This design comes from an exercise in tuning for small area and a short achievable clock period on the open sky130 flow, not from production work. Only simulation tests tie the RTL to the original design; equivalence was not proved. Power figures rest on the tool's default switching activity, not on a simulated workload.

## job 1973
// minifloat_unit
module minifloat_unit (
    input  wire        clk,
    input  wire [4:0]  op,
    input  wire [31:0] a,
    input  wire [31:0] b,
    output wire [31:0] y,
    output wire [1:0]  st
);
    wire [11:0] ahi_d;
    wire [4:0]  tz_d;
    wire        or_d;
    mf_front u_front (.op(op), .a(a), .b(b[7:0]), .ahi(ahi_d), .tz(tz_d), .or19_11(or_d));
    reg [4:0]  op_q;
    reg [7:0]  p_q;        
    reg [11:0] ahi_q;      
    reg [2:0]  amid_q;     
    reg        a16_q;      
    reg        or_q;       
    reg [4:0]  tz_q;       
    always @(posedge clk) begin
        op_q   <= op;
        p_q    <= a[7:0];
        ahi_q  <= ahi_d;
        amid_q <= a[10:8];
        a16_q  <= a[16];
        or_q   <= or_d;
        tz_q   <= tz_d;
    end
    wire [7:0] lo_d;
    wire [8:0] hi_d;
    wire [1:0] st_d;
    mf_core u_core (.op(op_q), .p(p_q), .q(ahi_q[11:4]), .lt(ahi_q[3]), .d(ahi_q[2:0]), .ahi(ahi_q), .amid(amid_q),
                    .a16(a16_q), .or19_11(or_q), .tz(tz_q), .lo(lo_d), .hi(hi_d), .st(st_d));
  ...
export LEC_CHECK = 0
export CAP_MARGIN = 20
export CORE_MARGIN = 2
export CORE_UTILIZATION = 55
export CTS_BUF_LIST = sky130_fd_sc_hd__clkbuf_4 sky130_fd_sc_hd__clkbuf_8
export CTS_CLUSTER_DIAMETER = 60
export CTS_CLUSTER_SIZE = 24
export SLEW_MARGIN = 20
export SYNTH_HIERARCHICAL = 1
export SYNTH_MINIMUM_KEEP_SIZE = 0
create_clock -name core_clock -period 15.0 [get_ports {clk}]
standard.sh (not shown) runs the stock make flow with config.mk's settings and CLKGATE_MAP_FILE= SYNTH_SCRIPT=/design/flow/synth_recipe.tcl, a recipe that flattens the netlist after the stock synthesis.
==> flow/flow/run.sh <==
#!/bin/bash
# Own layout flow: the standard ORFS flow (standard.sh) with these changes.
#  1. Synthesis is synth_recipe.tcl unchanged except that ABC maps the
#     request-stage module mf_front with flow/abc_front.script and the rest
#     with flow/abc.script (registers, flattening and renaming as standard).
#  2. Ports are buffered with sky130_fd_sc_hd__buf_1 instead of the delay
#     buffer buffer_ports picks by default.
#  3. Yosys maps adders to plain gates for ABC (no full/half-adder cells).
#  4. repair_timing aims at a setup margin of flow/margin.txt ns, so that it
#     works on the datapath rather than stopping once the 15 ns clock is met.
# Each tool's full output stays in orfs/logs/; make's own output goes to
# make_finish.log in this folder.
set -euo pipefail
HERE=$(pwd)
MARGIN=$(cat flow/margin.txt)
cat > my_synth.tcl <<EOT
proc abc {args} {
  set i [lsearch -exact \$args -script]
  set front \$args
  lset front [expr {\$i + 1}] $HERE/flow/abc_front.script
  yosys abc {*}\$front mf_front
  set rest \$args
  lset rest [expr {\$i + 1}] $HERE/flow/abc.script
  yosys abc {*}\$rest
}
EOT
cat synth_recipe.tcl >> my_synth.tcl
bash standard.sh SYNTH_SCRIPT=$HERE/my_synth.tcl SETUP_SLACK_MARGIN=$MARGIN \
  "BUFFER_PORTS_ARGS=-buffer_cell sky130_fd_sc_hd__buf_1" ADDER_MAP_FILE= finish > make_finish.log 2>&1
==> flow/flow/abc.script <==
strash
dc2
balance
 rewrite
 refactor
 balance
 rewrite
 rewrite -z
 balance
 refactor -z
 rewrite -z
 balance
&get -n
&deepsyn -T 120
&put
dch -f
map -B 0.9
topo
==> flow/flow/abc_front.script <==
strash
balance
 rewrite
 refactor
 balance
 rewrite
 rewrite -z
 balance
 refactor -z
 rewrite -z
 balance
balance
 rewrite
 refactor
 balance
 rewrite
 rewrite -z
 balance
 refactor -z
 rewrite -z
 balance
dch -f
map -B 0.9
topo
buffer -c
upsize -c
dnsize -c
==> flow/flow/margin.txt <==
11.2
The inputs of job 2168 differ from those of job 1973 as listed below.
==> flow/flow/abc.script <==
strash
balance
 rewrite
 refactor
 balance
 rewrite
 rewrite -z
 balance
 refactor -z
 rewrite -z
 balance
balance
 rewrite
 refactor
 balance
 rewrite
 rewrite -z
 balance
 refactor -z
 rewrite -z
 balance
dch -f
map -B 0.9
topo
buffer -c
upsize -c
dnsize -c
## What came out
- Between job 2168 and job 1973, the share of the clock period used by the worst path after layout does not differ in any meaningful way.
- Worst hold margin was lower in job 1973 than in job 2168.
- From job 1973 to job 2168 the numbers moved as follows: area of the die went up about 18%, design area picked up an extra 13%, setup slack fell 0.016 ns, portion of total power attributed to combinational logic climbed 5.2 points, post-route non-filler standard cell count picked up an extra 142.
Input-level comparison between job 3856 and job 2168:
==> flow/flow/abc.script <==
strash
dc2
balance
 rewrite
 refactor
 balance
 rewrite
 rewrite -z
 balance
 refactor -z
 rewrite -z
 balance
&get -n
&deepsyn -T 60
&put
balance
dch -f
map -B 0.9
topo
==> flow/flow/margin.txt <==
11.1
Compared with job 2168, in job 3856 adder and majority gate portion of the synthesized area down 0.18 points; fmax flat; met3 wire length down 26%; routed wire length down 11%. The met1 global-route usage reported for job 3856 is smaller than that of job 2168 by 1.9 points. Where internal power is concerned, job 2168 is outperformed by job 3856. Comparing job 2168 and job 3856, area occupied by registers is lower on job 2168. In the metrics for job 2168 and job 3856, the one carrying the higher sequential power is job 2168. When job 3856 is measured against job 2168, its maximum vdd drop turns out about 50% lower. Number of multi-input combinational cells in the layout went down by more than 10% going from job 2168 to job 3856.
### job 3856 -> job 7508
--- a/flow/flow/abc.script
+++ b/flow/flow/abc.script
@@ -14,5 +14,4 @@
 &deepsyn -T 60
 &put
-balance
 dch -f
 map -B 0.9
==> flow/flow/margin.txt <==
11.25
[summary]
Every run (job 3856 and job 7508) finished clean. Job 7508 vs job 3856: cell area after synthesis down slightly. In job 7508 relative to job 3856, leakage power figure had gone up by a few percent. The setup slack of job 7508 is larger than that of job 3856. Job 7508 vs job 3856 on sequential-to-total area share from yosys stat: job 7508 is the higher one. From job 3856 to job 7508 the numbers moved as follows: achievable clock frequency up 0.00084 GHz; placeable core region down about 0.5%; post-synthesis xor/xnor area fraction flat; combinational power share up 1.3 points; final net count down about 1.6%.

* * *

Starting RTL as in the previous note.
export LEC_CHECK = 0
export CAP_MARGIN = 20
export CORE_MARGIN = 2
export CORE_UTILIZATION = 55
export CTS_BUF_LIST = sky130_fd_sc_hd__clkbuf_4 sky130_fd_sc_hd__clkbuf_8
export CTS_CLUSTER_DIAMETER = 60
export CTS_CLUSTER_SIZE = 24
export SLEW_MARGIN = 20
export SYNTH_HIERARCHICAL = 1
export SYNTH_MINIMUM_KEEP_SIZE = 0
create_clock -name core_clock -period 15.0 [get_ports {clk}]
==> flow/flow/abc.script <==
strash
dc2
balance
 rewrite
 refactor
 balance
 rewrite
 rewrite -z
 balance
 refactor -z
 rewrite -z
 balance
&get -n
&deepsyn -T 60
&put
dch -f
map -B 0.9
topo
==> flow/flow/margin.txt <==
11.1
Scripts as last shown in full above: flow/flow/run.sh, flow/flow/abc_front.script
The baseline passed the timing, design-rule and antenna checks.
Edit:
==> flow/flow/margin.txt (replaced) <==
11.15
Result:
- The new run completed without violations
- count of clock-buffer cells in the layout is unchanged
- clock power increases slightly
- global-route usage stays flat
Edit:
==> flow/flow/margin.txt (replaced) <==
11.2
--- a/flow/config.mk
+++ b/flow/config.mk
@@ -8,5 +8,5 @@
 export CAP_MARGIN = 20
 export CORE_MARGIN = 2
-export CORE_UTILIZATION = 55
+export CORE_UTILIZATION = 70
 export CTS_BUF_LIST = sky130_fd_sc_hd__clkbuf_4 sky130_fd_sc_hd__clkbuf_8
 export CTS_CLUSTER_DIAMETER = 60
Result: The new run produced a clean layout. Die area is lower by about a fifth. Sequential share of layout area is lower by 0.42 points. Count of clock-buffer cells in the layout is higher by 1. Non-clock buffer count is higher by 12.
Edit:
==> flow/flow/margin.txt (replaced) <==
11.0
--- a/flow/config.mk
+++ b/flow/config.mk
@@ -8,5 +8,5 @@
 export CAP_MARGIN = 20
 export CORE_MARGIN = 2
-export CORE_UTILIZATION = 70
+export CORE_UTILIZATION = 55
 export CTS_BUF_LIST = sky130_fd_sc_hd__clkbuf_4 sky130_fd_sc_hd__clkbuf_8
 export CTS_CLUSTER_DIAMETER = 60
The changed run finished clean.
Sequential power barely changes.
Synthesized area is unchanged.
Die area rises by 26%.
Core utilization falls by 22 points.

* * *

Setup of P:
minifloat_unit, a different RTL version from the one above (not shown whole).
For scale: roughly 65 flip-flops, ~0.0055 sq mm of cells after synthesis.
==> flow/config.mk <==
export PLATFORM = sky130hd
export DESIGN_NAME = minifloat_unit
export DESIGN_NICKNAME = minifloat_unit
export VERILOG_FILES = /design/flow/design.v
export SDC_FILE = /design/flow/constraint.sdc
export NUM_CORES = 4
export LEC_CHECK = 0
export CAP_MARGIN = 20
export CORE_MARGIN = 2
export CORE_UTILIZATION = 40
export SLEW_MARGIN = 20
export SYNTH_HIERARCHICAL = 1
export SYNTH_MINIMUM_KEEP_SIZE = 0
==> flow/constraint.sdc <==
create_clock -name core_clock -period 15.0 [get_ports {clk}]
set_input_delay 3.0000 -clock core_clock [delete_from_list [all_inputs] [get_ports {clk}]]
set_output_delay 3.0000 -clock core_clock [all_outputs]
set_load 0.01 [all_outputs]
==> flow/flow/run.sh <==
#!/bin/bash
# Own layout flow: the standard ORFS flow (standard.sh) with three changes.
#  1. Synthesis is synth_recipe.tcl unchanged except that ABC maps the logic
#     with flow/abc.script (registers, flattening and renaming as standard).
#  2. Ports are buffered with sky130_fd_sc_hd__buf_1 instead of the delay
#     buffer buffer_ports picks by default.
#  3. Yosys maps adders to plain gates for ABC (no full/half-adder cells).
#  4. repair_timing aims at a setup margin of MARGIN ns, so that it works on
#     the datapath rather than stopping once the 15 ns clock is met.
# Each tool's full output stays in orfs/logs/; make's own output goes to
# make_finish.log in this folder.
set -euo pipefail
HERE=$(pwd)
MARGIN=$(cat flow/margin.txt)
{
  echo "proc abc {args} {"
  echo "  set i [lsearch -exact \$args -script]"
  echo "  if {\$i >= 0} { lset args [expr {\$i + 1}] $HERE/flow/abc.script }"
  echo "  yosys abc {*}\$args"
  echo "}"
  cat synth_recipe.tcl
} > my_synth.tcl
bash standard.sh SYNTH_SCRIPT=$HERE/my_synth.tcl SETUP_SLACK_MARGIN=$MARGIN \
  "BUFFER_PORTS_ARGS=-buffer_cell sky130_fd_sc_hd__buf_1" ADDER_MAP_FILE= finish > make_finish.log 2>&1
==> flow/flow/abc.script <==
strash
balance
 rewrite
 refactor
 balance
 rewrite
 rewrite -z
 balance
 refactor -z
 rewrite -z
 balance
balance
 rewrite
 refactor
 balance
 rewrite
 rewrite -z
 balance
 refactor -z
 rewrite -z
 balance
dch -f
map -B 0.9
topo
buffer -c
upsize -c
dnsize -c
==> flow/flow/margin.txt <==
11
Having completed the whole flow, P delivered a layout that passed the timing, design-rule and antenna checks.
Inputs modified between P and Q:
==> flow/flow/abc.script <==
strash
dch
map -B 0.9
topo
stime -c
buffer -c
upsize -c
dnsize -c
--- outcome ---
Higher worst setup margin goes to P over Q. Compare Q and P | wire length of the first global-routing pass higher: Q. On xor-xnor portion of the synthesized cell area, Q and P are basically level. Relative to P, sequential share of cell area decreased by 1.9 points in Q. Synthesized netlist cell count: Q > P. Width of the chip of Q exceeds that of P by a few percent. P has a lower post-placement cell area than Q. Of the two values seen for destination of the critical timing path, tz_q[0] was produced by P and tz_q[1] by Q. In the metrics for Q and P, the one carrying the higher core utilization is Q. Taking Q as 1.0, P lands at 0.943 on count of placed standard cells including taps.

[static timing again, ports no longer ideal]
No port has a modelled driver above. Below, the same layouts with a new extraction and two added sets of constraints. Step 1: set_driving_cell puts a clkbuf_16 on clk and a buf_2 on each other input, an assumption about the parent block. Step 2, shift: input delay + t, output delay - t, t = (earliest + latest rising clock arrival at the registers) / 2. This alone moves slack from input paths to output paths. a / b / c = ideal / step 1 / step 2; a / b = the first two.
run	t (ns)	setup WS [ns]	latest minus earliest clock arrival (ns)	worst data-port slew with drivers (ns)	pins driven straight from the clock port
job 1973	0.344	11.195 / 11.160 / 10.975	0.008 / 0.007	0.04	1
job 2168	0.350	11.179 / 11.146 / 10.952	0.014 / 0.015	0.04	1
job 3856	0.349	11.175 / 11.141 / 10.830	0.011 / 0.011	0.04	1
job 7508	0.345	11.188 / 11.152 / 10.993	0.008 / 0.008	0.04	1
the first run of note 2	0.343	11.186 / 11.151 / 10.903	0.008 / 0.008	0.04	1
the second run of note 2	0.346	11.210 / 11.175 / 10.905	0.008 / 0.008	0.04	1
the third run of note 2	0.343	11.197 / 11.166 / 10.949	0.011 / 0.011	0.04	1
the fourth run of note 2	0.349	11.158 / 11.123 / 10.834	0.006 / 0.006	0.04	1
P	0.373	11.088 / 11.107 / 10.734	0.006 / 0.006	0.04	1
Q	0.356	10.775 / 10.772 / 10.416	0.010 / 0.011	0.05	1
After both steps every run listed still meets setup and hold. The setup slack of Q, which loses most, moves by -0.003 ns with the drivers and by -0.359 ns with both steps.
